What follows belongs to an exercise in optimizing a design on an open flow for small area, a short achievable clock period and few clock cycles; a production flow would make more cautious choices.
RTL that was checked went through simulation tests only; none was proved equivalent to the original.
No activity file was given, so power comes from the tool's default toggle rates.

==> inputs of build 62 <==
==> flow/design.v (excerpt) <==
module rtcc_rsdec (
    input  wire       clk,
    input  wire       rst,
    input  wire [3:0] cfg_m,
    input  wire [3:0] cfg_r,
    input  wire [7:0] cfg_n,
    input  wire       in_valid,
    output wire       in_ready,
    input  wire [7:0] in_sym,
    output reg        cor_valid,
    output reg  [7:0] cor_pos,
    output reg  [7:0] cor_val,
    output reg        done,
    output reg        res_fail,
    output reg  [1:0] res_reason,
    output reg  [3:0] res_ncorr,
    output reg  [3:0] res_degl,
    output reg  [3:0] res_len
);
clock: 18.0 ns
lec_check: 0
cap_margin: 20
core_margin: 2
core_utilization: 30
place_density: 0.4
slew_margin: 20
standard.sh (not shown) runs the stock make flow with config.mk's settings and CLKGATE_MAP_FILE= SYNTH_SCRIPT=/design/flow/synth_recipe.tcl, a recipe that flattens the netlist after the stock synthesis.
==> flow/flow/run.sh <==
#!/bin/bash
# Standard ORFS layout (the standard.sh, unchanged synthesis), with the timing
# repair steps asked to leave a larger setup margin. The tools' output goes to flow.log.
set -euo pipefail
MARGIN=$(cat flow/margin.txt)
bash standard.sh SETUP_SLACK_MARGIN=$MARGIN finish > flow.log 2>&1
==> flow/flow/margin.txt <==
12
==> build 44: changes against build 62 <==
--- a/flow/design.v
+++ b/flow/design.v
@@ -140,21 +140,20 @@
     reg  [7:0] p_n;
     reg  [7:0] ps   [0:7];       
     reg  [7:0] lam  [0:8];       
     reg  [7:0] bp   [0:8];       
     reg  [7:0] bm_b, bm_d, dacc, lnq;
-    reg  [3:0] bm_L, bm_Ln, bm_s, bm_t, bm_tl, idx, bidx;
-    reg  [7:0] o1a, o2a, o3b;    
+    reg  [3:0] bm_L, bm_Ln, bm_s, bm_t, bm_tl, idx, bidx, msl;
     reg        bm_lok, bm_lc, bval, pend;
     reg  [3:0] dl;               
     reg  [7:0] xe;               
     reg  [8:0] rN, rn;           
     reg  [3:0] vm, im;           
     reg  [3:0] cin, call;
     reg        fast;
     reg        c1v, c1eN, c1en;   
-    reg  [3:0] c1mi, c1ma;      
+    reg  [2:0] c1in, c1all;
     reg  [3:0] r2m;              
     reg  [7:0] r2odd [0:3];
     reg  [7:0] r2xe, r2pb;
     reg  [3:0] emitted;
     reg  [3:0] ok, olim;
@@ -210,25 +209,30 @@
     rtcc_gf_cmul #(.K(-2)) u_ta2 (.v(8'd1), .mh(p_mh), .p(ta2));
     rtcc_gf_cmul #(.K(-3)) u_ta3 (.v(8'd1), .mh(p_mh), .p(ta3));
     reg [7:0] lv   [0:3];        
     reg [7:0] lodd [0:3];        
     reg [3:0] lroot;
+    reg [2:0] cin_g, call_g;
     always @* begin
         lv[0]   = lam[0] ^ bp[1] ^ bp[2] ^ bp[3] ^ bp[4] ^ bp[5] ^ bp[6] ^ bp[7] ^ bp[8];
         lodd[0] = bp[1] ^ bp[3] ^ bp[5] ^ bp[7];
         lv[1]   = lam[0] ^ l1[1] ^ l1[2] ^ l1[3] ^ l1[4];
         lodd[1] = l1[1] ^ l1[3];
         lv[2]   = lam[0] ^ l2[1] ^ l2[2] ^ l2[3] ^ l2[4];
         lodd[2] = l2[1] ^ l2[3];
         lv[3]   = lam[0] ^ l3[1] ^ l3[2] ^ l3[3] ^ l3[4];
         lodd[3] = l3[1] ^ l3[3];
+        cin_g  = 3'd0;
+        call_g = 3'd0;
         for (i = 0; i < 4; i = i + 1) begin
             lroot[i] = (lv[i] == 8'd0) && vm[i];
+            cin_g    = cin_g + (lroot[i] && im[i]);
+            call_g   = call_g + lroot[i];
         end
     end
-    wire [3:0] cin_n  = cin + c1mi[0] + c1mi[1] + c1mi[2] + c1mi[3];
-    wire [3:0] call_n = call + c1ma[0] + c1ma[1] + c1ma[2] + c1ma[3];
+    wire [3:0] cin_n  = cin + c1in;
+    wire [3:0] call_n = call + c1all;
     wire [8:0] step   = fast ? 9'd4 : 9'd1;
     wire [8:0] rN_n   = (rN > step) ? rN - step : 9'd0;
     wire [8:0] rn_n   = (rn > step) ? rn - step : 9'd0;
     wire [3:0] vm_n   = {fast && rN_n > 9'd3, fast && rN_n > 9'd2, fast && rN_n > 9'd1,
                          rN_n != 9'd0};
@@ -258,20 +262,25 @@
     always @* begin
         m1a = 8'd0; m1b = 8'd0;
         m2a = 8'd0; m2b = 8'd0;
         m3a = 8'd0; m3b = 8'd0;
         case (1'b1)
-        st[S_BMT], st[S_BMI], st[S_OM]: begin
-            m1a = o1a;                m1b = bm_b;
-            m2a = o2a;                m2b = bm_d;
-            m3a = lnq;                m3b = o3b;
+        st[S_BMT], st[S_BMI]: begin
+            m1a = lam[idx];           m1b = bm_b;
+            m2a = bval ? bp[bidx] : 8'd0; m2b = bm_d;
+            m3a = lnq;                m3b = ps[msl[2:0]];
+        end
+        st[S_OM]: begin
+            m1a = lam[oi0];           m1b = ps[os0];
+            m2a = lam[oi1];           m2b = ps[os1];
+            m3a = lam[oi2];           m3b = ps[os2];
         end
         st[S_CH2]: begin
             m1a = r2xe;               m1b = tabj;
         end
         st[S_FN]: begin
-            m1a = dacc ^ o1a;         m1b = bm_b;
+            m1a = dacc ^ ps[fk[2:0]]; m1b = bm_b;
             m2a = lnq;                m2b = bm_d;
             m3a = dacc;               m3b = lnq;
         end
         st[S_TR]: begin
             m2a = lnq;                m2b = bm_d;
@@ -284,21 +293,20 @@
             m1a = dacc;               m1b = lnq;
         end
         default: ;
         endcase
     end
-    function [7:0] lam_at(input [3:0] k);
-        lam_at = (k <= 4'd8) ? lam[k] : 8'd0;
-    endfunction
-    function [7:0] bsh_at(input [3:0] k, input [3:0] sh);    
-        bsh_at = (k >= sh) ? bp[k - sh] : 8'd0;
-    endfunction
     wire q_busy = q_full && !p_take;
     always @(posedge clk) begin
         cor_valid <= 1'b0;
         done      <= 1'b0;
-        begin
+        if (rst) begin
+            a_cnt  <= 8'd0;
+            in_rdy <= 1'b1;
+            q_full <= 1'b0;
+            st     <= 12'd1 << S_IDLE;
+        end else begin
             in_rdy <= (accept && a_last) || !(q_busy && (a_last || a_last1));
             q_full <= q_busy || (accept && a_last);
             if (accept) begin
                 a_cnt <= a_last ? 8'd0 : a_cnt + 8'd1;
                 if (a_first) begin
@@ -356,33 +364,27 @@
                     if (lc) begin
                         bm_Ln <= bm_tl;
                         idx   <= bm_tl;
                         bidx  <= bm_tl - bm_s;
                         bval  <= (bm_tl >= bm_s);
-                        o1a   <= lam_at(bm_tl);
-                        o2a   <= bsh_at(bm_tl, bm_s);
                     end else begin
                         bm_Ln <= bm_L;
                         idx   <= bm_L;
                         bidx  <= bm_L - bm_s;
                         bval  <= (bm_L >= bm_s);
-                        o1a   <= lam_at(bm_L);
-                        o2a   <= bsh_at(bm_L, bm_s);
                     end
                     dacc <= 8'd0;
                     pend <= 1'b0;
                     st   <= 12'd1 << S_BMI;
                 end
             end
             st[S_BMI]: begin
                 lam[idx] <= lnew;
-                if (bm_lc) bp[idx] <= o1a;
+                if (bm_lc) bp[idx] <= lam[idx];
                 dacc <= dfin;
                 lnq  <= lnew;
-                o3b  <= ps[bm_t[2:0] + 3'd1 - idx[2:0]];
-                o1a  <= lam_at(idx - 4'd1);
-                o2a  <= (bval && bidx != 4'd0) ? bp[bidx - 4'd1] : 8'd0;
+                msl  <= bm_t + 4'd1 - idx;
                 pend <= (bm_t + 4'd1 < p_r) && (idx <= bm_t + 4'd1);
                 bidx <= bidx - 4'd1;
                 bval <= bval && (bidx != 4'd0);
                 if (idx == 4'd0) begin
                     bm_t   <= bm_t + 4'd1;
@@ -423,12 +425,12 @@
                     st   <= 12'd1 << S_CH1;
                 end
             end
             st[S_CH1]: begin
                 c1v   <= 1'b1;
-                c1mi  <= lroot & im;
-                c1ma  <= lroot;
+                c1in  <= cin_g;
+                c1all <= call_g;
                 c1eN  <= (rN_n == 9'd0);
                 c1en  <= (rn_n == 9'd0);
                 rN    <= rN_n;
                 rn    <= rn_n;
                 vm    <= vm_n;
@@ -452,16 +454,10 @@
                         os2   <= p_r[2:0] - 3'd3;
                         ov    <= {(p_r - 4'd1 < dl ? p_r - 4'd1 : dl) >= 4'd2,
                                   (p_r - 4'd1 < dl ? p_r - 4'd1 : dl) >= 4'd1, 1'b1};
                         olast <= ((p_r - 4'd1 < dl ? p_r - 4'd1 : dl) <= 4'd2);
                         dacc  <= 8'd0;
-                        o1a   <= lam[0];
-                        bm_b  <= ps[p_r[2:0] - 3'd1];
-                        o2a   <= lam[1];
-                        bm_d  <= ps[p_r[2:0] - 3'd2];
-                        lnq   <= lam[2];
-                        o3b   <= ps[p_r[2:0] - 3'd3];
                         st    <= 12'd1 << S_OM;
                     end else if (call_n == dl || c1eN || (dl == 4'd1 && c1en)) begin
                         done       <= 1'b1;
                         res_fail   <= 1'b1;
                         res_reason <= (call_n == dl || dl == 4'd1) ? 2'd2 : 2'd1;
@@ -521,16 +517,10 @@
                         os0   <= ok_n[2:0];
                         os1   <= ok_n[2:0] - 3'd1;
                         os2   <= ok_n[2:0] - 3'd2;
                         ov    <= {olim_n >= 4'd2, olim_n >= 4'd1, 1'b1};
                         olast <= (olim_n <= 4'd2);
-                        o1a   <= lam[0];
-                        bm_b  <= ps[ok_n[2:0]];
-                        o2a   <= lam[1];
-                        bm_d  <= ps[ok_n[2:0] - 3'd1];
-                        lnq   <= lam[2];
-                        o3b   <= ps[ok_n[2:0] - 3'd2];
                     end
                 end else begin
                     dacc  <= osum;
                     oi0   <= oi0 + 4'd3;
                     oi1   <= oi1 + 4'd3;
@@ -538,16 +528,10 @@
                     os0   <= os0 - 3'd3;
                     os1   <= os1 - 3'd3;
                     os2   <= os2 - 3'd3;
                     ov    <= {oi2 + 4'd3 <= olim, oi1 + 4'd3 <= olim, oi0 + 4'd3 <= olim};
                     olast <= (oi2 + 4'd3 >= olim);
-                    o1a   <= lam_at(oi0 + 4'd3);
-                    bm_b  <= ps[os0 - 3'd3];
-                    o2a   <= lam_at(oi1 + 4'd3);
-                    bm_d  <= ps[os1 - 3'd3];
-                    lnq   <= lam_at(oi2 + 4'd3);
-                    o3b   <= ps[os2 - 3'd3];
                 end
             end
             st[S_CH2I]: begin
                 for (i = 1; i <= 8; i = i + 1) bp[i] <= lam[i];
                 xe      <= 8'd1;
@@ -566,11 +550,10 @@
                     cor_pos <= r2pb - {6'd0, rj};
                     r2m     <= r2m & ~(4'd1 << rj);
                     dacc    <= 8'd0;
                     lnq     <= 8'd1;
                     fk      <= p_r - 4'd1;
-                    o1a     <= ps[p_r[2:0] - 3'd1];
                     fh      <= 1'b1;
                     fi      <= m_m1;
                     st      <= 12'd1 << S_FN;
                 end else begin
                     r2m  <= lroot & im;
@@ -590,11 +573,10 @@
                 end
             end
             st[S_FN]: begin
                 if (fh) begin
                     dacc <= m1p;
-                    o1a  <= ps[fk[2:0] - 3'd1];
                     if (fk == 4'd0) fh <= 1'b0;
                     else            fk <= fk - 4'd1;
                 end
                 if (fi != 4'd0) begin
                     lnq <= sqp;
@@ -618,15 +600,7 @@
                 end
             end
             default: st <= 12'd1 << S_IDLE;
             endcase
         end
-        if (rst) begin
-            a_cnt     <= 8'd0;
-            in_rdy    <= 1'b1;
-            q_full    <= 1'b0;
-            st        <= 12'd1 << S_IDLE;
-            cor_valid <= 1'b0;
-            done      <= 1'b0;
-        end
     end
 endmodule
==> flow/run.sh (new file) <==
#!/bin/bash
# synth_recipe.tcl (not shown) runs the flow's synth.tcl, then flattens the netlist and writes it again
# the make line also repeats each setting of config.mk as NAME=value (left out here)
make -C /OpenROAD-flow-scripts/flow DESIGN_CONFIG=/design/flow/config.mk WORK_HOME=/design/flow/orfs CLKGATE_MAP_FILE= SYNTH_SCRIPT=/design/flow/synth_recipe.tcl finish
removed: flow/flow/run.sh
removed: flow/flow/margin.txt
removed: flow/standard.sh
==> comparison table <==
Run status: build 44 finished clean; build 62 finished clean
Worst-margin pin slew: build 44 1190 ps; build 62 1380 ps
Startpoint kind of the worst setup timing path: build 44 input pin; build 62 register
Placement-stage cell area: build 44 68,000 um2; build 62 75,600 um2
Internal power summed over all cells: build 44 3400 uW; build 62 3490 uW
Power in the clock group: build 44 2130 uW; build 62 2190 uW
Post-synthesis instance area: build 44 64,400 um2; build 62 71,600 um2
Fmax: build 44 120 MHz; build 62 165 MHz
Final instance count without filler cells: build 44 9,099; build 62 10.0k
Met3 Usage GRT: build 44 3.76%; build 62 4.77%
Starting density of the core: build 44 30.1%; build 62 30.1%
Fraction of the yosys area taken by sequential cells: build 44 37.0%; build 62 33.5%
Launching instance or port of the critical path: build 44 rst; build 62 st[7]
Diode insertion count for antenna repair: build 44 8; build 62 7
DR WL met3: build 44 19.5 mm; build 62 27.7 mm
Routed via count divided by cell count: build 44 5.78; build 62 6.05
Slowest stage delay, CP: build 44 640 ps; build 62 700 ps
Row cnt: build 44 170; build 62 179
Testbench counts of build 44, summed over its fixed seeds: cycles 19,090.
For build 62, only the layout was checked, not whether the RTL still works.

[static timing again, ports no longer ideal]
No port has a modelled driver above. Below, the same layouts with a new extraction and two added sets of constraints.
Step 1: set_driving_cell puts a clkbuf_16 on clk and a buf_2 on each other input, an assumption about the parent block.
Step 2 moves the port delays by t, midway between the first and last clock arrival at a register: inputs arrive t later, outputs are due t later. That takes back most of the time a late clock gives input paths.
Slacks: no drivers / after step 1 / after step 2; pairs: no drivers / after step 1.
| run | t, ns | setup slack, ns | worst setup path after step 2 | clock arrival spread, ns | pins driven straight from the clock port |
|---|---|---|---|---|---|
| build 62 | 0.855 | 11.956 / 11.956 / 11.956 | register to register | 0.053 / 0.053 | 1 |
| build 44 | 0.846 | 9.673 / 9.739 / 8.894 | input to register | 0.067 / 0.067 | 1 |
After both steps every run listed still meets setup and hold. For build 44, which loses most, drivers alone change the setup slack by +0.066 ns; drivers and shift together by -0.779 ns.
